Background: an optimization exercise with open tools, aiming at small area, a short achievable clock period and few clock cycles. Do not read the settings as production practice. Function was checked by simulation only, so behaviour that the tests miss may differ from the original. Power and IR drop assume default switching activity.

==> design/flow/design.v <==
module fcs_framer #(
    parameter N_CH     = 8,
    parameter MAX_DLEN = 65545
) (
    input  wire        clk,
    input  wire        rst,
    input  wire        cmd_valid,
    output reg         cmd_ready,
    input  wire [31:0] cmd_word,
    input  wire [16:0] cmd_dlen,
    input  wire        in_valid,
    output reg         in_ready,
    input  wire [7:0]  in_data,
    output reg         out_valid,
    input  wire        out_ready,
    output reg  [7:0]  out_data,
    output reg         out_last,
    output reg         rsp_valid,
    input  wire        rsp_ready,
    output reg  [7:0]  rsp_status,
    output reg  [15:0] rsp_res16,
    output reg         rsp_match,
    output reg  [7:0]  rsp_outcome,
    output reg  [7:0]  rsp_dstatus,
    output reg  [31:0] rsp_dropped,
    output reg  [15:0] rsp_diag_rx,
    output reg  [15:0] rsp_diag_calc,
    output reg         rsp_frame,
    output reg  [15:0] rsp_pid,
    output reg  [15:0] rsp_info_len,
    output reg  [7:0]  rsp_info_cmd,
    output reg  [15:0] rsp_fcs
);
    localparam [7:0] OP_REFLECT  = 8'h01, OP_CRC    = 8'h02, OP_VERIFY  = 8'h03,
                     OP_DECODE   = 8'h10, OP_RELAY  = 8'h11, OP_CMDFRAME = 8'h12,
                     OP_REWRAP   = 8'h13, OP_PUSH   = 8'h20, OP_RESET   = 8'h21;
    localparam [2:0] ST_OK = 3'd0, ST_HDR = 3'd1, ST_CKSUM = 3'd2, ST_TRUNC = 3'd3,
                     ST_ARGS = 3'd4, ST_ILLEGAL = 3'd5;
    localparam [2:0] OC_NONE = 3'd0, OC_NOOP = 3'd1, OC_RETAINED = 3'd2, OC_GARBAGE = 3'd3,
                     OC_INCOMPLETE = 3'd4, OC_FRAME = 3'd5, OC_FRAME_ERROR = 3'd6;
    localparam [2:0] E_IDLE = 3'd0, E_DATA = 3'd1, E_HDR = 3'd2, E_PAY = 3'd3, E_TRL = 3'd4;
    function [7:0] rev8(input [7:0] b);
        integer k;
        begin
            for (k = 0; k < 8; k = k + 1)
                rev8[k] = b[7-k];
        end
    endfunction
    function [15:0] crc_step(input [15:0] c, input [7:0] b);
        integer k;
        reg [15:0] r;
        begin
            r = c ^ {rev8(b), 8'h00};
            for (k = 0; k < 8; k = k + 1)
                r = r[15] ? ((r << 1) ^ 16'h1021) : (r << 1);
            crc_step = r;
        end
    endfunction
    reg  [7:0] bm, bs;           
    reg        bmv, bsv;
    wire       push = in_valid && in_ready;
    wire       pop;
    always @(posedge clk) begin
        if (rst) begin
            bmv      <= 1'b0;
            bsv      <= 1'b0;
            in_ready <= 1'b1;
        end else begin
            if (pop || !bmv) begin
                if (bsv) begin
                    bm  <= bs;
                    bmv <= 1'b1;
                    bsv <= push;
                    bs  <= in_data;
                end else begin
                    bm  <= in_data;
                    bmv <= push;
                end
            end else if (push) begin
                bs  <= in_data;
                bsv <= 1'b1;
            end
            in_ready <= !(bmv && (bsv || push) && !pop) && !(bsv && push);
        end
    end
    reg  [31:0] cq_word;
    reg  [16:0] cq_dlen;
    reg         cqv;
    wire        take;
    always @(posedge clk) begin
        if (rst) begin
            cqv       <= 1'b0;
            cmd_ready <= 1'b1;
        end else begin
            if (cmd_valid && cmd_ready) begin
                cq_word <= cmd_word;
                cq_dlen <= cmd_dlen;
            end
            cqv       <= (cqv && !take) || (cmd_valid && cmd_ready);
            cmd_ready <= !((cqv && !take) || (cmd_valid && cmd_ready));
        end
    end
    wire [7:0]  q_opc = cq_word[7:0];
    wire [7:0]  q_a8  = cq_word[15:8];
    wire [15:0] q_a16 = cq_word[31:16];
    wire        q_big = (cq_dlen > MAX_DLEN);
    reg  [2:0]  q_err;
    always @(*) begin
        q_err = ST_OK;
        case (q_opc)
            OP_REFLECT:  if (q_big || q_a16 != 16'h0 || cq_dlen != 17'd0) q_err = ST_ARGS;
            OP_CRC:      if (q_big || cq_word[31:8] != 24'h0) q_err = ST_ARGS;
            OP_VERIFY:   if (q_big || q_a8 != 8'h0) q_err = ST_ARGS;
            OP_DECODE:   if (q_big || cq_word[31:8] != 24'h0) q_err = ST_ARGS;
            OP_RELAY:    if (q_big || cq_word[31:8] != 24'h0 || cq_dlen > 17'd65534) q_err = ST_ARGS;
            OP_CMDFRAME: if (q_big || (q_a8 != 8'hC0 && q_a8 != 8'hC1) ||
                             (q_a8 == 8'hC0 && cq_dlen != 17'd0) || cq_dlen > 17'd65532) q_err = ST_ARGS;
            OP_REWRAP:   if (q_big || cq_dlen > 17'd65534) q_err = ST_ARGS;
            OP_PUSH:     if (q_big || q_a16 != 16'h0 || q_a8 >= N_CH) q_err = ST_ARGS;
            OP_RESET:    if (q_big || q_a16 != 16'h0 || cq_dlen != 17'd0 || q_a8 >= N_CH) q_err = ST_ARGS;
            default:     q_err = ST_ILLEGAL;
        endcase
    end
    reg [1:0] ch_len [0:N_CH-1];
    reg       ch_ok  [0:N_CH-1];      
    wire [1:0] q_h    = (q_opc == OP_PUSH || q_opc == OP_RESET) ? ch_len[q_a8[2:0]] : 2'd0;
    wire       q_hok  = ch_ok[q_a8[2:0]];
    reg  [2:0]  est;
    reg  [2:0]  c_err;
    reg         c_reflect, c_crc, c_verify, c_decode, c_push, c_reset;
    reg         c_relay, c_cmdframe, c_rewrap;
    reg         c_ana;        
    reg  [7:0]  c_a8;
    reg  [15:0] c_a16;
    reg  [16:0] c_lenb;       
    reg  [16:0] rem;          
    reg  [1:0]  c_h;
    reg  [3:0]  hpos;         
    reg  [3:0]  pos;          
    reg         h_ok;
    reg  [1:0]  sp;           
    reg  [16:0] cnt;          
    reg         started;      
    reg  [15:0] crc;
    reg  [15:0] pid, ilen, rx;
    reg  [7:0]  icmd;
    reg         eq_lo, eq_hi, end_ok, lnz;
    reg         rsp_full, shlock;
    reg  [2:0]  r_status, r_outcome;
    reg  [1:0]  r_dstatus;
    reg  [16:0] r_dropped;
    reg         r_match, r_frame, s_rx, s_calc, s_diag;
    wire [15:0] calc = {rev8(~crc[15:8]), rev8(~crc[7:0])};
    wire rem_nz  = (rem != 17'd0);
    wire rem_one = (rem == 17'd1);
    wire out_free = !out_valid || out_ready;
    wire pos_ge3 = (pos >= 4'd3);
    wire pos_ge7 = (pos >= 4'd7);
    wire d_pop  = (est == E_DATA) && bmv && rem_nz &&
                  !(shlock && c_ana && pos_ge3) && !(rem_one && rsp_full);
    wire d_fin0 = (est == E_DATA) && !rem_nz && !rsp_full;
    wire e_hdr  = (est == E_HDR) && out_free && !(shlock && hpos >= 4'd3);
    wire e_pay  = (est == E_PAY) && bmv && out_free && !shlock;
    wire e_trl  = (est == E_TRL) && out_free && !(hpos[1] && rsp_full);
    wire e_fin  = e_trl && hpos[1];
    assign pop = d_pop || e_pay;
    wire d_fin = (d_pop && rem_one) || d_fin0;
    wire fin   = d_fin || e_fin;
    wire q_chop   = (q_opc == OP_PUSH || q_opc == OP_RESET);
    wire c_chop   = (c_push || c_reset);
    wire hazard   = q_chop && c_chop && (q_a8[2:0] == c_a8[2:0]);
    assign take   = cqv && ((est == E_IDLE) || (fin && !hazard));
    wire [7:0] b = bm;
    reg [7:0] hdr_byte;
    always @(*) begin
        case (hpos)
            4'd0: hdr_byte = 8'h7E;
            4'd1: hdr_byte = 8'hFF;
            4'd2: hdr_byte = 8'h03;
            4'd3: hdr_byte = c_rewrap ? c_a16[7:0] : 8'h00;
            4'd4: hdr_byte = c_rewrap ? c_a16[15:8] : (c_cmdframe ? 8'h22 : 8'h21);
            4'd5: hdr_byte = c_lenb[15:8];
            4'd6: hdr_byte = c_lenb[7:0];
            4'd7: hdr_byte = c_relay ? 8'hBF : c_a8;
            4'd8: hdr_byte = c_a16[7:0];
            default: hdr_byte = c_a16[15:8];
        endcase
    end
    wire       hdr_last = c_cmdframe ? (hpos == 4'd9) : (hpos == 4'd7);
    wire in_span = c_crc ? (pos_ge3 && (rem[16:2] != 15'd0))
                         : ((pos_ge3 && !pos_ge7) || (pos_ge7 && sp == 2'd0 && cnt != 17'd0));
    wire crc_upd = (d_pop && c_ana && in_span) || (e_hdr && hpos >= 4'd3) || e_pay;
    wire [7:0]  crc_in  = (est == E_HDR) ? hdr_byte : b;
    wire [15:0] crc_new = crc_step(crc | {16{!started}}, crc_in);
    wire hasb     = d_pop;
    wire b7e      = (b == 8'h7E);
    wire pos_ge3n = pos_ge3 || (hasb && pos == 4'd2);
    wire pos_ge7n = pos_ge7 || (hasb && pos == 4'd6);
    wire hbad     = (pos == 4'd0 && b != 8'h7E) || (pos == 4'd1 && b != 8'hFF) ||
                    (pos == 4'd2 && b != 8'h03);
    wire h_okn    = h_ok && !(hasb && hbad);
    wire end_now  = hasb && pos_ge7 && sp == 2'd2;
    wire complete = (sp == 2'd3) || end_now;
    wire endokn   = (sp == 2'd3) ? end_ok : b7e;
    wire eq       = eq_lo && eq_hi;
    wire [16:0] trail = (sp == 2'd3) ? cnt : 17'd0;
    wire [15:0] calc_eff = started ? calc : 16'h0000;
    wire lenb_lt3 = (c_lenb < 17'd3);
    integer i;
    always @(posedge clk) begin
        if (rst) begin
            est       <= E_IDLE;
            out_valid <= 1'b0;
            rsp_full  <= 1'b0;
            rsp_valid <= 1'b0;
            shlock    <= 1'b0;
            for (i = 0; i < N_CH; i = i + 1)
                ch_len[i] <= 2'd0;
        end else begin
            if (out_valid && out_ready)
                out_valid <= 1'b0;
            if (e_hdr) begin
                out_valid <= 1'b1;
                out_data  <= hdr_byte;
                out_last  <= 1'b0;
            end
            if (e_pay) begin
                out_valid <= 1'b1;
                out_data  <= b;
                out_last  <= 1'b0;
            end
            if (e_trl) begin
                out_valid <= 1'b1;
                out_data  <= hpos[1] ? 8'h7E : (hpos[0] ? calc[15:8] : calc[7:0]);
                out_last  <= hpos[1];
            end
            if (crc_upd) begin
                crc     <= crc_new;
                started <= 1'b1;
            end
            if (pop)
                rem <= rem - 17'd1;
            if (e_hdr) begin
                hpos <= hpos + 4'd1;
                if (hdr_last) begin
                    hpos <= 4'd0;
                    est  <= rem_nz ? E_PAY : E_TRL;
                end
            end
            if (e_pay && rem_one)
                est <= E_TRL;
            if (e_trl)
                hpos <= hpos + 4'd1;
            if (d_pop && c_ana) begin
                if (!pos[3])
                    pos <= pos + 4'd1;
                if (hbad)
                    h_ok <= 1'b0;
                case (pos)
                    4'd3: pid[7:0]   <= b;
                    4'd4: pid[15:8]  <= b;
                    4'd5: ilen[15:8] <= b;
                    4'd6: begin
                        ilen[7:0] <= b;
                        cnt       <= {1'b0, ilen[15:8], b};
                        lnz       <= (ilen[15:8] != 8'h00) || (b != 8'h00);
                    end
                    4'd7: icmd <= b;
                    default: ;
                endcase
                if (pos_ge7) begin
                    case (sp)
                        2'd0: if (cnt != 17'd0)
                                  cnt <= cnt - 17'd1;
                              else begin
                                  rx[7:0] <= b;
                                  eq_lo   <= (b == calc[7:0]);
                                  sp      <= 2'd1;
                              end
                        2'd1: begin
                            rx[15:8] <= b;
                            eq_hi    <= (b == calc[15:8]);
                            sp       <= 2'd2;
                        end
                        2'd2: begin
                            end_ok <= b7e;
                            cnt    <= rem - 17'd1;
                            sp     <= 2'd3;
                        end
                        default: ;
                    endcase
                end
            end
            if (rsp_valid && rsp_ready) begin
                rsp_full <= 1'b0;
                shlock   <= 1'b0;
            end
            if (fin) begin
                rsp_full  <= 1'b1;
                r_status  <= c_err;
                r_outcome <= OC_NONE;
                r_dstatus <= 2'd0;
                r_dropped <= 17'd0;
                r_match   <= 1'b0;
                r_frame   <= 1'b0;
                s_rx      <= 1'b0;
                s_calc    <= 1'b0;
                s_diag    <= 1'b0;
                shlock    <= 1'b0;
                if (!started && !crc_upd)
                    crc <= 16'hFFFF;
                if (c_err == ST_OK) begin
                    if (c_reflect) begin
                        rx     <= {8'h00, rev8(c_a8)};
                        s_rx   <= 1'b1;
                        shlock <= 1'b1;
                    end
                    if (c_crc) begin
                        s_calc <= 1'b1;
                        shlock <= 1'b1;
                    end
                    if (c_verify) begin
                        rx      <= c_a16;
                        r_match <= (c_a16 == calc_eff);
                        s_diag  <= 1'b1;
                    end
                    if (c_decode) begin
                        if (!pos_ge3n || !h_okn)
                            r_status <= ST_HDR;
                        else if (!pos_ge7n || !lnz || !complete)
                            r_status <= ST_TRUNC;
                        else if (!eq) begin
                            r_status <= ST_CKSUM;
                            s_diag   <= 1'b1;
                            shlock   <= 1'b1;
                        end else if (!endokn)
                            r_status <= ST_TRUNC;
                        else begin
                            r_frame <= 1'b1;
                            shlock  <= 1'b1;
                        end
                    end
                    if (c_push) begin
                        if (!hasb)
                            r_outcome <= OC_NOOP;
                        else if (lenb_lt3) begin
                            r_outcome       <= OC_RETAINED;
                            ch_len[c_a8[2:0]] <= c_lenb[1:0];
                            ch_ok[c_a8[2:0]]  <= h_okn;
                        end else begin
                            ch_len[c_a8[2:0]] <= 2'd0;
                            r_dropped <= c_lenb;
                            if (!h_okn || !b7e)
                                r_outcome <= OC_GARBAGE;
                            else if (!pos_ge7n || !complete)
                                r_outcome <= OC_INCOMPLETE;
                            else if (!lnz) begin
                                r_outcome <= OC_FRAME_ERROR;
                                r_dstatus <= 2'd3;
                            end else if (!eq) begin
                                r_outcome <= OC_FRAME_ERROR;
                                r_dstatus <= 2'd2;
                                s_diag    <= 1'b1;
                                shlock    <= 1'b1;
                            end else if (!endokn) begin
                                r_outcome <= OC_FRAME_ERROR;
                                r_dstatus <= 2'd3;
                            end else begin
                                r_outcome <= OC_FRAME;
                                r_dropped <= trail;
                                r_frame   <= 1'b1;
                                shlock    <= 1'b1;
                            end
                        end
                    end
                    if (c_reset) begin
                        r_dropped         <= {15'd0, c_h};
                        ch_len[c_a8[2:0]] <= 2'd0;
                    end
                end
                if (c_verify && c_err == ST_OK) begin
                    s_calc <= 1'b1;
                    shlock <= 1'b1;
                end
                if (fin && !take)
                    est <= E_IDLE;
            end
            if (take) begin
                c_err      <= q_err;
                c_reflect  <= (q_opc == OP_REFLECT);
                c_crc      <= (q_opc == OP_CRC) || (q_opc == OP_VERIFY);
                c_verify   <= (q_opc == OP_VERIFY);
                c_decode   <= (q_opc == OP_DECODE);
                c_push     <= (q_opc == OP_PUSH);
                c_reset    <= (q_opc == OP_RESET);
                c_relay    <= (q_opc == OP_RELAY);
                c_cmdframe <= (q_opc == OP_CMDFRAME);
                c_rewrap   <= (q_opc == OP_REWRAP);
                c_ana      <= (q_err == ST_OK) && (q_opc == OP_CRC || q_opc == OP_VERIFY ||
                                                   q_opc == OP_DECODE || q_opc == OP_PUSH);
                c_a8       <= q_a8;
                c_a16      <= q_a16;
                c_h        <= q_h;
                c_lenb     <= cq_dlen + ((q_opc == OP_CMDFRAME) ? 17'd3 :
                                         (q_opc == OP_RELAY || q_opc == OP_REWRAP) ? 17'd1 :
                                         {15'd0, q_h});
                rem        <= cq_dlen;
                hpos       <= 4'd0;
                pos        <= {2'b00, q_h};
                h_ok       <= (q_h == 2'd0) || q_hok;
                sp         <= 2'd0;
                started    <= 1'b0;
                if (q_err == ST_OK && (q_opc == OP_RELAY || q_opc == OP_CMDFRAME || q_opc == OP_REWRAP))
                    est <= E_HDR;
                else
                    est <= E_DATA;
            end
            rsp_valid <= (fin || (rsp_full && !(rsp_valid && rsp_ready))) &&
                         !(e_fin || (out_valid && out_last && !out_ready));
        end
    end
    always @(*) begin
        rsp_status    = {5'd0, r_status};
        rsp_match     = r_match;
        rsp_outcome   = {5'd0, r_outcome};
        rsp_dstatus   = {6'd0, r_dstatus};
        rsp_dropped   = {15'd0, r_dropped};
        rsp_frame     = r_frame;
        rsp_res16     = (s_rx ? rx : 16'h0) | (s_calc ? calc : 16'h0);
        rsp_diag_rx   = s_diag ? rx : 16'h0;
        rsp_diag_calc = s_diag ? calc : 16'h0;
        rsp_fcs       = r_frame ? rx : 16'h0;
        rsp_pid       = r_frame ? pid : 16'h0;
        rsp_info_len  = r_frame ? ilen : 16'h0;
        rsp_info_cmd  = r_frame ? icmd : 8'h0;
    end
endmodule
==> design/flow/run.sh <==
#!/bin/bash
# synth_recipe.tcl (not shown) runs the flow's synth.tcl, then flattens the netlist and writes it again
# the make line also repeats each setting of config.mk as NAME=value (left out here)
make -C /OpenROAD-flow-scripts/flow DESIGN_CONFIG=/design/flow/config.mk WORK_HOME=/design/flow/orfs CLKGATE_MAP_FILE= SYNTH_SCRIPT=/design/flow/synth_recipe.tcl finish
==> design/flow/config.mk <==
export PLATFORM = sky130hd
export DESIGN_NAME = fcs_framer
export DESIGN_NICKNAME = fcs_framer
export VERILOG_FILES = /design/flow/design.v
export SDC_FILE = /design/flow/constraint.sdc
export NUM_CORES = 4
export LEC_CHECK = 0
export ABC_CLOCK_PERIOD_IN_PS = 2500
export CAP_MARGIN = 20
export CORE_MARGIN = 2
export CORE_UTILIZATION = 55
export PLACE_DENSITY = 0.65
export SETUP_SLACK_MARGIN = 4.0
export SLEW_MARGIN = 20
==> design/flow/constraint.sdc <==
create_clock -name core_clock -period 6.5 [get_ports {clk}]
set_input_delay 1.3000 -clock core_clock [delete_from_list [all_inputs] [get_ports {clk}]]
set_output_delay 1.3000 -clock core_clock [all_outputs]
set_load 0.01 [all_outputs]
==> results of run 1 <==
## what timing repair did
action | in CTS | in global routing
resized for setup | 515 | 591
cloned | 25 | 12
setup endpoints to repair | 595 | 482
setup buffers | 165 | 106
pin swaps | 118 | 80
## cells in the mapped netlist (12+ instances only)
library cell               count  share of area [%]
sky130_fd_sc_hd__nor4_1       29                1.1
sky130_fd_sc_hd__o21ai_0      72                2.1
sky130_fd_sc_hd__nor3_1       50                1.5
sky130_fd_sc_hd__edfxtp_1    305                 54
sky130_fd_sc_hd__clkbuf_1     87                1.9
sky130_fd_sc_hd__buf_4        31                1.4
sky130_fd_sc_hd__nand4_1      20               0.73
sky130_fd_sc_hd__dfxtp_1      15                1.8
sky130_fd_sc_hd__nand2b_1     23               0.84
sky130_fd_sc_hd__o31ai_1      12               0.53
sky130_fd_sc_hd__xnor2_1      56                2.9
sky130_fd_sc_hd__a22o_1       15               0.77
sky130_fd_sc_hd__mux2i_1      42                2.5
sky130_fd_sc_hd__mux2_2       22                1.5
sky130_fd_sc_hd__o22ai_1      15               0.55
sky130_fd_sc_hd__nand3_1      32               0.94
sky130_fd_sc_hd__nand2_1     116                2.6
sky130_fd_sc_hd__nor2_1      116                2.6
sky130_fd_sc_hd__nor2b_1      36                1.3
sky130_fd_sc_hd__a21oi_1      50                1.5
sky130_fd_sc_hd__and2_1       82                3.0
sky130_fd_sc_hd__xor2_1       39                2.0
sky130_fd_sc_hd__ha_1         19                1.4
sky130_fd_sc_hd__inv_1        35               0.77
sky130_fd_sc_hd__a211oi_1     12               0.53
## registers in the layout, summed over array words and instances, names as in the netlist, 4 cells and up, named ones only
| name | cells |
|---|---|
| ilen | 16 |
| r_dropped | 17 |
| cq_word | 32 |
| crc | 16 |
| rem | 17 |
| ch_ok | 8 |
| rx | 16 |
| pid | 16 |
| hpos | 4 |
| bm | 8 |
| cnt | 17 |
| ch_len | 16 |
| icmd | 8 |
| out_data | 8 |
| bs | 8 |
| c_a16 | 16 |
| c_lenb | 17 |
| cq_dlen | 17 |
| pos | 4 |
| c_a8 | 8 |
## final timing paths
kind | startpoint | end | slack (ns) | depth (start not counted)
worst min-delay path | cq_word[28] | c_a16[12] | 0.45 | 0
worst max register to register | cnt[1] | crc[11] | 3.38 | 10
worst min register to register | cq_word[28] | c_a16[12] | 0.45 | 0
worst max-delay path | cnt[1] | crc[11] | 3.38 | 10
## placed cells by master (no fill, tap or decap), drive strengths merged, types with 12 or more instances in the layout
cell type	synthesis	routed
nand2	116	117
dfxtp	15	15
nand2b	23	29
nand3	32	32
conb	1	31
and2	83	83
buf	39	394
nor4	29	29
clkdlybuf4s50	0	60
clkbuf	87	61
mux2	25	25
edfxtp	305	305
o21ai	72	73
nor2	116	119
mux2i	42	42
inv	35	36
o22ai	15	15
nand4	20	20
a21oi	50	50
clkdlybuf4s15	0	14
a22o	15	15
xnor2	56	56
dlygate4sd2	0	24
a211oi	12	12
ha	19	19
xor2	39	39
nor2b	36	36
nor3	53	53
and3	11	13
o31ai	12	12
## power breakdown
group	internal, mW	switching (mW)	total [mW]
logic	0.332	0.371	0.704
registers	2.33	0.103	2.44
clock network	1.16	0.849	2.01
total	3.82	1.32	5.15
## cell families (layout without fill, tap and decap cells)
logic type               Yosys count  after routing  share of synthesized area, %
AND/OR/NAND/NOR                  568            580                          17.4
flip-flops                       320            320                          55.5
AO/OA/AOI/OAI                    289            290                          11.5
buffers and inverters            163            613                          4.29
XOR/XNOR                          95             95                          4.88
multiplexers                      73             73                          4.91
adder cells (fa/ha/maj)           20             20                          1.51
other                              1             31                        0.0220
## per-layer routing
layer	wire [um]	track usage, %	vias to the layer above
li1	-	-	6598
met1	23800	47.4	7646
met2	30500	55.2	1449
met3	8550	8.71	406
met4	4660	13.9	0
met5	0	0	-
## cell type report
type	instances	area [um2]	share of cell area (%)
well taps	396	495	1.89
clock inverters	18	209	0.798
clock buffers	42	902	3.44
inverters	37	156	0.597
repair inverters	2	15.0	0.0573
multi-input cells	1089	9660	36.9
repair buffers	514	5290	20.2
flip-flops and latches	320	9470	36.1
## worst max-delay path, stage by stage, from the launching register on
cell	delay [ns]
sky130_fd_sc_hd__edfxtp_1	0.45
sky130_fd_sc_hd__inv_1	0.12
sky130_fd_sc_hd__ha_1	0.24
sky130_fd_sc_hd__nand3b_1	0.15
sky130_fd_sc_hd__or4_4	0.52
sky130_fd_sc_hd__buf_6	0.14
sky130_fd_sc_hd__nor3_4	0.28
sky130_fd_sc_hd__a21oi_4	0.14
sky130_fd_sc_hd__a311o_2	0.51
sky130_fd_sc_hd__mux2i_1	0.24
sky130_fd_sc_hd__nand2_1	0.07
==> metrics.md, run 1 <==
| Metric | Value |
|---|---|
| Worst-case hold slack | `approximately 0.45 ns` |
| Initial antenna violation count | `0` |
| Standby leakage power | `9.82 nW` |
| Final core utilization | `85.6%` |
| TritonCTS sink count | `320` |
| Area of the die | `32400 um2` |
| Number of inserted diodes | `0` |
| Ratio of routed vias to standard cells | `roughly 6.7` |
| Clock tree from TritonCTS | `yes` |
| Worst Clk Skew | `approximately 0.015 ns` |
| Design area | `~26000 um2` |
| Synthesized area per cell | `11.1 um2` |
| Number of hold-repair buffers added at the cts stage | `0` |
| Hold Violations, Final | `0` |
| Fraction of registers with async set/reset | `0%` |
| Number of buffers inserted during clock tree synthesis | `35` |
| Number of remaining DRC errors | `0` |
| Final-report max-slew violation count | `0` |
| Largest net degree at the start of global routing | `between 50 and 60` |
| Number of levels the H-tree was split into | `2` |
| Average wire length per cell after detail routing | `approximately 28 um` |
| Instance count after placement with tap cells included | `2050` |
| Worst slack, placed | `approximately 1.8 ns` |
| Fraction of the yosys area taken by sequential cells | `between 50 and 60%` |
| Non-Filler Instances | `around 2400` |
| Pwr per Cell Area | `196 nW/um2` |
| Post-synth EDFFs | `305` |
| Type of element capturing the critical path | `flip-flop` |
| Final RePlAce weighted congestion | `approximately 0.93` |
| Iteration-0 DRC count of the detailed router | `2303` |
| Total length of routed wires | `around 67000 um` |
| Slew of the pin with the lowest slew margin | `between 0.9 and 1 ns` |
| Final period utilization | `around half` |
| Iteration count of the initial detailed-routing pass | `7` |
| Rows | `between 60 and 70` |
| Clock root buffer master | `sky130_fd_sc_hd__clkbuf_16` |
| Clock latency on the worst-skew pair | `between 0.5 and 0.6 ns` |
| Placement-stage cell area | `slightly below 20000 um2` |
| Setup repair after global routing missed its margin | `true` |
| Max Clock Freq | `about 0.32 GHz` |
| Vias in the first global route | `14200` |
| Sum of negative setup slack | `0 ns` |
| CP Launch Type | `flip-flop` |
| Longest Clk Path Bufs | `3` |
| Wire length of the first global-routing pass | `between 80000 and 90000 um` |
| Critical setup path kind | `reg2reg` |
| Via count | `16100` |
| Setup Viol. Count Final | `0` |
| Synthesized area | `17000 um2` |
| Fraction of final layout cells sized beyond drive strength 1 | `44.9%` |
| Starting density of the core | `approximately 56%` |
| Number of buffers added on ports | `206` |
| Horizontal die dimension | `180 um` |
| Data required, critical path | `around 6.8 ns` |
| Core Footprint | `30600 um2` |
| Layout-stage area growth over the synthesis result | `53.7%` |
| Outcome | `no timing/DRC/antenna violations` |
| Path category of the worst min-delay check | `reg2reg` |
| Post-layout minimum cycle time | `3.12 ns` |
| GRT Total Usage | `35.1%` |
| Worst setup slack after layout | `approximately 3.4 ns` |
| Arrival time at the worst endpoint | `between 3 and 4 ns` |
| Netlist cell types | `80` |
| Fill cell total of the finished layout | `about 1400` |
| Number of I/O pins | `between 200 and 250` |
| Cell count after synthesis | `approximately 1500` |
| Layout net count | `2082` |
| Worst VDD drop | `0.191 mV` |
| Clock edge transition at the registers on the reported setup and hold paths | `0.07 ns` |
| Max-Cap Viols | `0` |
| Vertical extent of the die | `approximately 180 um` |
| Final antenna-violating net count | `0` |
| Max FO, Critical Path | `8` |
| Design Power | `5.15 mW` |
| Half-perimeter wire length of the detailed placement result | `35100 um` |
| Top flip-flop cell by instance count after synthesis | `sky130_fd_sc_hd__edfxtp_1` |
| Global route overflow | `0` |
| Number of synthesized register bits | `320` |
| Syn. warnings | `1` |
| Worst slew margin | `34.2%` |
Testbench counts, summed over its fixed seeds: cycles 127,733.
==> run 2, diff against run 1 <==
==> design/flow/config.mk (replaced) <==
export PLATFORM = sky130hd
export DESIGN_NAME = fcs_framer
export DESIGN_NICKNAME = fcs_framer
export VERILOG_FILES = /design/flow/design.v
export SDC_FILE = /design/flow/constraint.sdc
export NUM_CORES = 4
export LEC_CHECK = 0
export CAP_MARGIN = 20
export CORE_MARGIN = 2
export CORE_UTILIZATION = 40
export PLACE_DENSITY = 0.6
export SETUP_SLACK_MARGIN = 3.0
export SLEW_MARGIN = 20
==> run 2 against run 1 <==
Against the previous run:
- via count shrank 18%
- flip-flop and latch count unchanged
- still clean
- synthesized cell count unchanged
- utilization down 35 points
- wire length down 20%
- largest power group unchanged
- area after synthesis stayed put
- clock skew up 0.0029 ns
- critical endpoint is now c_lenb[8]
- register-to-register slack got worse by 0.26 ns
- fmax fell by 7.7%
- highest routed layer unchanged
- count of clock-buffer cells in the layout rose by 6
- cell area shrank 19%
- sequential power barely moved
==> metrics.md, run 2 <==
| Metric | Value |
|---|---|
| Via count | `13200 (-18%)` |
| Sequential cell area | `9460 um2 (about the same)` |
| Netlist cell types | `80 (unchanged)` |
| Number of levels the H-tree was split into | `2 (unchanged)` |
| Post-layout minimum cycle time | `3.38 ns (+0.259 ns)` |
| Fraction of final layout cells sized beyond drive strength 1 | `11.2% (-34 points)` |
| Most common library cell in the layout ignoring fill and taps | `sky130_fd_sc_hd__edfxtp_1` |
| Fraction of registers with async set/reset | `0% (unchanged)` |
| CP Launch Type | `flip-flop` |
| Arrival time at the worst endpoint | `3.60 ns (+0.20 ns)` |
| Fill cell total of the finished layout | `3766 (+160%)` |
| Slew of the pin with the lowest slew margin | `1.02 ns (+0.0313 ns)` |
| Number of buffers added on ports | `206 (unchanged)` |
| Largest net degree at the start of global routing | `58 (unchanged)` |
| Final antenna-violating net count | `0 (unchanged)` |
| Number of inserted diodes | `0 (unchanged)` |
| Starting density of the core | `40.5% (-15 points)` |
| Iteration count of the initial detailed-routing pass | `5 (-2)` |
| Post-synth EDFFs | `305 (unchanged)` |
| TritonCTS sink count | `320 (unchanged)` |
| Longest Clk Path Bufs | `3 (unchanged)` |
| Clock tree from TritonCTS | `yes` |
| Top cell types by occurrence after synthesis | `sky130_fd_sc_hd__edfxtp_1 (305), sky130_fd_sc_hd__nand2_1 (116), sky130_fd_sc_hd__nor2_1 (116)` |
| Horizontal die dimension | `210 um (+17%)` |
| Data required, critical path | `6.72 ns (-0.05 ns)` |
| Number of buffers inserted during clock tree synthesis | `37 (+5.7%)` |
| Syn. warnings | `1 (unchanged)` |
| Worst Clk Skew | `0.0182 ns (+0.00291 ns)` |
| Fraction of the yosys area taken by sequential cells | `55.5% (unchanged)` |
| Worst VDD drop | `0.140 mV (-27%)` |
| Outcome | `no timing/DRC/antenna violations` |
| Synthesized area | `17000 um2 (unchanged)` |
| Clock root buffer master | `sky130_fd_sc_hd__clkbuf_16` |
| Max Clock Freq | `0.296 GHz (-7.7%)` |
| Number of I/O pins | `238 (unchanged)` |
| Most common cell in the synthesized netlist | `sky130_fd_sc_hd__edfxtp_1` |
| Register with the most flip-flops | `cq_word` |
| Cell count after synthesis | `1529 (unchanged)` |
| Half-perimeter wire length of the detailed placement result | `38200 um (+8.9%)` |
| Top flip-flop cell by instance count after synthesis | `sky130_fd_sc_hd__edfxtp_1` |
| Wire length of the first global-routing pass | `78800 um (-9.8%)` |
| Multi-input combinational cell area | `7240 um2 (-25%)` |
| Most frequent cells in the layout | `sky130_fd_sc_hd__edfxtp_1 (305), sky130_fd_sc_hd__clkdlybuf4s50_1 (205), sky130_fd_sc_hd__nand2_1 (111), sky130_fd_sc_hd__nor2_1 (108), sky130_fd_sc_hd__and2_1 (82)` |
| Max FO, Critical Path | `30 (+22)` |
| Synthesized area per cell | `11.1 um2 (unchanged)` |
| Layout-stage area growth over the synthesis result | `24.7%` |
| Clock latency on the worst-skew pair | `0.54 ns (about the same)` |
| Final-report max-slew violation count | `0 (unchanged)` |
| Worst slew margin | `32.3% (-1.9 points)` |
| Setup Viol. Count Final | `0 (unchanged)` |
| Depth of the worst hold-timing path | `0 (unchanged)` |
| Critical setup path kind | `reg2reg` |
| Ratio of routed vias to standard cells | `5.75 (-14%)` |
| Average wire length per cell after detail routing | `23.4 um (-16%)` |
| Number of remaining DRC errors | `0 (unchanged)` |
| Vertical extent of the die | `210 um (+17%)` |
| Number of flip-flops in the largest register | `32 (unchanged)` |
| Max-Cap Viols | `0 (unchanged)` |
| Number of synthesized register bits | `320 (unchanged)` |
| Largest area contributor in the netlist | `sky130_fd_sc_hd__edfxtp_1` |
| Vias in the first global route | `12300 (-13%)` |
| Cell depth of the worst flop-to-flop path | `9 (-1)` |
| GRT Total Usage | `23.6% (-12 points)` |
| Yosys top cell area share | `53.7% (unchanged)` |
| Standby leakage power | `7.29 nW (-26%)` |
| Core Footprint | `42000 um2 (+37%)` |
| Setup repair after global routing missed its margin | `false` |
| Type of element capturing the critical path | `flip-flop` |
| Iteration-0 DRC count of the detailed router | `1533 (-33%)` |
| Pwr per Cell Area | `236 nW/um2 (+20%)` |
| Final core utilization | `50.5% (-35 points)` |
| Initial antenna violation count | `0 (unchanged)` |
| Area of the die | `44300 um2 (+37%)` |
| Sum of negative setup slack | `0 ns (unchanged)` |
| Final period utilization | `52.0% (+4.0 points)` |
| Total length of routed wires | `53800 um (-20%)` |
| Clock edge transition at the registers on the reported setup and hold paths | `0.07 ns (about the same)` |
| Layout net count | `1813 (-13%)` |
| Ranking of synthesized cells by area | `sky130_fd_sc_hd__edfxtp_1 (54%), sky130_fd_sc_hd__and2_1 (3.0%), sky130_fd_sc_hd__xnor2_1 (2.9%), sky130_fd_sc_hd__nand2_1 (2.6%), sky130_fd_sc_hd__nor2_1 (2.6%)` |
| Global route overflow | `0 (unchanged)` |
| Hold Violations, Final | `0 (unchanged)` |
| Final RePlAce weighted congestion | `0.918 (-1.5%)` |
| Rows | `75 (+17%)` |
| Path category of the worst min-delay check | `reg2reg` |
==> run 2: cell counts after synthesis <==
Identical to the previous run, type by type.
==> run 2: critical path: stages (launching register included) <==
cell                       delay [ns]
sky130_fd_sc_hd__edfxtp_1        0.46
sky130_fd_sc_hd__ha_1            0.35
sky130_fd_sc_hd__o311ai_2        0.35
sky130_fd_sc_hd__a31oi_1         0.18
sky130_fd_sc_hd__o41ai_4         0.44
sky130_fd_sc_hd__inv_2           0.20
sky130_fd_sc_hd__o32a_1          0.28
sky130_fd_sc_hd__nand2b_4        0.33
sky130_fd_sc_hd__nor2_4          0.19
sky130_fd_sc_hd__buf_8           0.25
==> run 2: per-stage QoR <==
stage                     worst slack [ns]  hold slack (ns)  cells  area (um2)  total power [mW]
after floorplan                       2.96            0.427   1559       17200              2.71
after global placement                1.94            0.436   2194       19500              2.88
after detailed placement              1.86            0.439   2194       19500              2.88
after CTS                             3.00            0.452   2284       21000              5.04
after global routing                  2.98            0.473   2297       21200              5.17
final                                 3.12            0.450   2297       21200              5.02
==> run 2: what timing repair did <==
item,in CTS,in global routing
buffers inserted,18,13
pin swaps,7,3
cloned,5,0
resized for setup,29,26
hold buffers,0,0
setup endpoints to repair,257,247
==> run 2: final timing paths <==
path	slack, ns	from	end
worst max-delay path	3.12	pos[0]	c_lenb[8]
worst min-delay path	0.45	cq_word[26]	c_a16[10]
worst min register to register	0.45	cq_word[26]	c_a16[10]
worst max register to register	3.12	pos[0]	c_lenb[8]
==> run 2: cell families (layout without fill, tap and decap cells) <==
group	Yosys count	after routing	synth area share, %
AO/OA/AOI/OAI	289	289	11.5
XOR/XNOR	95	95	4.88
adder cells (fa/ha/maj)	20	20	1.51
buffers and inverters	163	358	4.29
flip-flops	320	320	55.5
multiplexers	73	73	4.91
other	1	31	0.0220
AND/OR/NAND/NOR	568	572	17.4
==> run 2: area by class of cell <==
class | instances | share of cell area [%]
Tap cell | 539 | 3.17
Inverter | 37 | 0.689
Clock inverter | 19 | 1.15
Timing Repair inverter | 1 | 0.0236
Sequential cell | 320 | 44.5
Multi-Input combinational cell | 1080 | 34.1
Clock buffer | 48 | 4.70
Timing Repair Buffer | 253 | 11.7
==> run 2: routing by layer <==
metal / track usage [%] / routed length, um
met2: 36.8 / 24200
met1: 34.2 / 24500
met4: 6.63 / 1490
met5: 0 / 0
met3: 3.69 / 3640
==> run 2: power breakdown <==
| part | total (mW) | internal [mW] | switching [mW] |
|---|---|---|---|
| combinational | 0.429 | 0.194 | 0.235 |
| clock | 2.16 | 1.29 | 0.864 |
| sequential | 2.44 | 2.34 | 0.102 |
==> run 3, diff against run 2 <==
--- a/design/flow/config.mk
+++ b/design/flow/config.mk
@@ -9,5 +9,4 @@
 export CORE_MARGIN = 2
 export CORE_UTILIZATION = 40
 export PLACE_DENSITY = 0.6
-export SETUP_SLACK_MARGIN = 3.0
 export SLEW_MARGIN = 20
==> run 3 against run 2 <==
Against the previous run:
- still clean
- area after synthesis unchanged
- global-route usage shrank 0.37 points
- non-clock buffer count decreased by 27
- critical path depth is 1 lower
- flip-flop and latch count unchanged
- register-to-register slack worse by 1.1 ns
- die area is the same
- combinational power down 4%
- critical path type unchanged
==> metrics.md, run 3 <==
| Metric | Value |
|---|---|
| Outcome | `no timing/DRC/antenna violations` |
| Type of element capturing the critical path | `flip-flop` |
| Register with the most flip-flops | `cq_word` |
| Setup repair after global routing missed its margin | `false` |
| Final core utilization | `49.2% (-1.3 points)` |
| Design area | `20700 um2 (-2.6%)` |
| CP Launch Type | `flip-flop` |
| Depth of the worst hold-timing path | `0 (unchanged)` |
| Worst setup slack after layout | `2.02 ns (-1.10 ns)` |
| Switching share of power | `24.3% (+0.38 points)` |
| Netlist cell types | `80 (unchanged)` |
| Worst slew margin | `35.3% (+3.0 points)` |
| Layout net count | `1781 (-1.8%)` |
| Number of buffers added for setup after CTS | `0 (-18)` |
| CP cell instances | `nor4_1 -> nand4_1 -> o41ai_2 -> inv_1 -> o32a_1 -> nand2b_1 -> nor2_4 -> buf_4` |
| Fill cell total of the finished layout | `3781 (+0.40%)` |
| Fraction of final layout cells sized beyond drive strength 1 | `7.53% (-3.7 points)` |
| Worst path bufs/invs | `2 (unchanged)` |
| Fraction of the yosys area taken by sequential cells | `55.5% (unchanged)` |
| End of the worst register-to-register path | `c_a16[12]` |
| Hold_sp | `cq_word[26]` |
| Slew of the pin with the lowest slew margin | `0.968 ns (-0.0472 ns)` |
| Pwr per Cell Area | `237 nW/um2 (+0.33%)` |
| Max-Cap Viols | `0 (unchanged)` |
| Half-perimeter wire length of the detailed placement result | `38800 um (+1.5%)` |
| Initial antenna violation count | `0 (unchanged)` |
| Max FO, Critical Path | `56 (+87%)` |
| Number of levels the H-tree was split into | `2 (unchanged)` |
| Quantity of gates resized following cts | `0 (-100%)` |
| Horizontal die dimension | `210 um (unchanged)` |
| Design Power | `4.91 mW (-2.2%)` |
| Top flip-flop cell by instance count after synthesis | `sky130_fd_sc_hd__edfxtp_1` |
| Syn. warnings | `1 (unchanged)` |
| Final RePlAce weighted congestion | `0.926 (+0.83%)` |
| Most frequent cells in the layout | `sky130_fd_sc_hd__edfxtp_1 (305), sky130_fd_sc_hd__clkdlybuf4s50_1 (206), sky130_fd_sc_hd__nand2_1 (116), sky130_fd_sc_hd__nor2_1 (114), sky130_fd_sc_hd__and2_1 (82)` |
| Multi-input combinational cell area | `7000 um2 (-3.3%)` |
| Number of hold-repair buffers added at the cts stage | `0 (unchanged)` |
| Max Clock Freq | `0.223 GHz (-24%)` |
| Standby leakage power | `7.09 nW (-2.8%)` |
| Placement-stage cell area | `19500 um2 (about the same)` |
| Post-synth EDFFs | `305 (unchanged)` |
| Synthesized area per cell | `11.1 um2 (unchanged)` |
| Largest area contributor in the netlist | `sky130_fd_sc_hd__edfxtp_1` |
| Top cell types by occurrence after synthesis | `sky130_fd_sc_hd__edfxtp_1 (305), sky130_fd_sc_hd__nand2_1 (116), sky130_fd_sc_hd__nor2_1 (116)` |
| Relative contribution of the clock network to total power | `42.0% (-0.9 points)` |
| Number of flip-flops in the largest register | `32 (unchanged)` |
| Wire length of the first global-routing pass | `78000 um (-0.98%)` |
| Iteration-0 DRC count of the detailed router | `1362 (-11%)` |
| Endpoint of the worst hold path | `c_a16[10]` |
| Via count | `13000 (-1.5%)` |
| Vertical extent of the die | `210 um (unchanged)` |
| Fraction of registers with async set/reset | `0% (unchanged)` |
| Worst slack, placed | `1.98 ns (+0.115 ns)` |
| Clock tree from TritonCTS | `yes` |
| Core Footprint | `42000 um2 (unchanged)` |
| Starting density of the core | `40.5% (unchanged)` |
| Number of I/O pins | `238 (unchanged)` |
| Layout-stage area growth over the synthesis result | `21.5%` |
| Critical setup path kind | `reg2reg` |
| Yosys top cell area share | `53.7% (unchanged)` |
| Largest net degree at the start of global routing | `58 (unchanged)` |
| Sequential share of power | `49.7% (+1.2 points)` |
| Cell with the largest stage delay on the worst path | `sky130_fd_sc_hd__nor4_1` |
| Average wire length per cell after detail routing | `23.0 um (-1.6%)` |
| GRT Total Usage | `23.2% (-0.37 points)` |
| Worst VDD drop | `0.142 mV (+1.0%)` |
| Ranking of synthesized cells by area | `sky130_fd_sc_hd__edfxtp_1 (54%), sky130_fd_sc_hd__and2_1 (3.0%), sky130_fd_sc_hd__xnor2_1 (2.9%), sky130_fd_sc_hd__nand2_1 (2.6%), sky130_fd_sc_hd__nor2_1 (2.6%)` |
| FF-to-FF setup slack | `2.02 ns (-1.10 ns)` |
| Kind of cell adding the most delay to the critical path | `simple AND/OR/NAND/NOR gates` |
| Rows | `75 (unchanged)` |
| Number of synthesized register bits | `320 (unchanged)` |
| Most common cell in the synthesized netlist | `sky130_fd_sc_hd__edfxtp_1` |
| Reported net switching power | `1.19 mW (-0.68%)` |
| Worst Clk Skew | `0.0163 ns (-0.00184 ns)` |
| Most common library cell in the layout ignoring fill and taps | `sky130_fd_sc_hd__edfxtp_1` |
| Internal Pwr Total | `3.72 mW (-2.7%)` |
| Hold Violations, Final | `0 (unchanged)` |
| Cell depth of the worst flop-to-flop path | `8 (-1)` |
| Setup Viol. Count Final | `0 (unchanged)` |
| Area of the die | `44300 um2 (unchanged)` |
| Clock edge transition at the registers on the reported setup and hold paths | `0.06 ns (about the same)` |
| Total length of routed wires | `52200 um (-2.9%)` |
| Clock latency on the worst-skew pair | `0.54 ns (about the same)` |
| Beginning of the worst register-to-register path | `rem[11]` |
| Post-layout minimum cycle time | `4.48 ns (+1.10 ns)` |
| Synthesized area | `17000 um2 (unchanged)` |
| Number of buffers added on ports | `206 (unchanged)` |
| Arrival time at the worst endpoint | `4.64 ns (+1.04 ns)` |
| Number of remaining DRC errors | `0 (unchanged)` |
| Global route overflow | `0 (unchanged)` |
| Final antenna-violating net count | `0 (unchanged)` |
| Final-report max-slew violation count | `0 (unchanged)` |
| Iteration count of the initial detailed-routing pass | `6 (+1)` |
| Number of buffers inserted during clock tree synthesis | `37 (unchanged)` |
| Path category of the worst min-delay check | `reg2reg` |
| TritonCTS sink count | `320 (unchanged)` |
| Data required, critical path | `6.66 ns (-0.06 ns)` |
| Sequential cell area | `9460 um2 (unchanged)` |
| Ratio of routed vias to standard cells | `5.74 (-0.13%)` |
| Final period utilization | `68.9% (+17 points)` |
| Vias in the first global route | `12300 (-0.19%)` |
| Clock root buffer master | `sky130_fd_sc_hd__clkbuf_16` |
| Longest Clk Path Bufs | `3 (unchanged)` |
| Sum of negative setup slack | `0 ns (unchanged)` |
| Combinational share of power | `8.4% (about the same)` |
| Cell count after synthesis | `1529 (unchanged)` |
| Largest stage delay on the critical path | `0.66 ns (+0.20 ns)` |
run 3: stage by stage:
stage | instances | hold slack, ns
final | 2266 | 0.451
after CTS | 2264 | 0.452
after floorplan | 1559 | 0.427
after detailed placement | 2197 | 0.439
after global routing | 2265 | 0.466
after global placement | 2197 | 0.441
run 3: logic make-up after synthesis:
family / count (synthesis) / synth area share, %
buffers and inverters: 163 / 4.29
other: 1 / 0.0220
DFF: 320 / 55.5
adders and majority gates: 20 / 1.51
muxes: 73 / 4.91
xor gates and xnor gates: 95 / 4.88
AOI/OAI and AO/OA: 289 / 11.5
and+or+nand+nor: 568 / 17.4
run 3: how the worst max path moves through the flow:
stage	startpoint	to	slack (ns)	cells after the start
floorplan	pos[0]	est[0]	1.21	10
global placement	out_ready	c_a16[12]	2.03	9
detailed placement	out_ready	ch_len[0][1]	1.98	8
CTS	rem[10]	ch_len[0][0]	2.05	7
global route	rem[11]	ch_len[0][0]	1.73	7
finish	rem[11]	c_a16[12]	2.02	8
run 3: area by class of cell:
cell class,instances,share of cell area [%]
Clock inverter,25,1.03
Timing Repair Buffer,226,10.7
Inverter,37,0.671
Antenna cell,1,0.0121
Sequential cell,320,45.7
Clock buffer,42,4.81
Tap cell,539,3.26
Multi-Input combinational cell,1076,33.8
run 3: power by group through the flow:
| stage | logic, mW | clock network [mW] | registers [mW] |
|---|---|---|---|
| floorplan | 0.290 | 0 | 2.41 |
| global placement | 0.401 | 0 | 2.48 |
| detailed placement | 0.406 | 0 | 2.48 |
| CTS | 0.409 | 2.10 | 2.44 |
| global route | 0.447 | 2.17 | 2.45 |
| finish | 0.411 | 2.06 | 2.44 |
run 3: worst register-to-register path, stage by stage, from the launching register on:
cell and delay, ns:
sky130_fd_sc_hd__edfxtp_1 0.44, sky130_fd_sc_hd__nor4_1 0.66, sky130_fd_sc_hd__nand4_1 0.48, sky130_fd_sc_hd__o41ai_2 0.66, sky130_fd_sc_hd__inv_1 0.27, sky130_fd_sc_hd__o32a_1 0.24
sky130_fd_sc_hd__nand2b_1 0.54, sky130_fd_sc_hd__nor2_4 0.21, sky130_fd_sc_hd__buf_4 0.58
run 3: routing by layer:
| metal | part of all wire [%] | vias up | track usage [%] |
|---|---|---|---|
| met5 | 0 | - | 0 |
| met4 | 2.7 | 0 | 6.97 |
| met3 | 7.5 | 83 | 3.28 |
| met2 | 45 | 579 | 35.9 |
| met1 | 45 | 6388 | 34.0 |
| li1 | - | 5960 | - |

[static timing again, ports no longer ideal]
The flow's constraints put no driver on any port. The routed layouts listed below were extracted and timed again, unchanged, in two steps. Step 1 (the two cells are an assumption about what drives the block):
set clk [get_ports {clk}]
set_driving_cell -lib_cell sky130_fd_sc_hd__clkbuf_16 $clk
set_driving_cell -lib_cell sky130_fd_sc_hd__buf_2 [delete_from_list [all_inputs] $clk]
Step 2 times the ports against the registers' clock, not the clock port: input delays grow and output delays shrink by t, the midpoint of the rising clock arrivals with the driver on. Slacks: no drivers / after step 1 / after step 2; pairs: no drivers / after step 1.
| run | shift t [ns] | setup slack, ns | worst data-port slew with drivers (ns) | cell pins on the clock port's net |
|---|---|---|---|---|
| run 1 | 0.575 | 3.378 / 3.378 / 3.065 | 0.05 | 1 |
| run 2 | 0.587 | 3.118 / 3.101 / 2.547 | 0.06 | 1 |
| run 3 | 0.584 | 2.021 / 2.021 / 1.896 | 0.06 | 1 |
After both steps setup and hold are still met in every run listed. For run 2, which loses most, drivers alone change the setup slack by -0.017 ns; drivers and shift together by -0.571 ns.
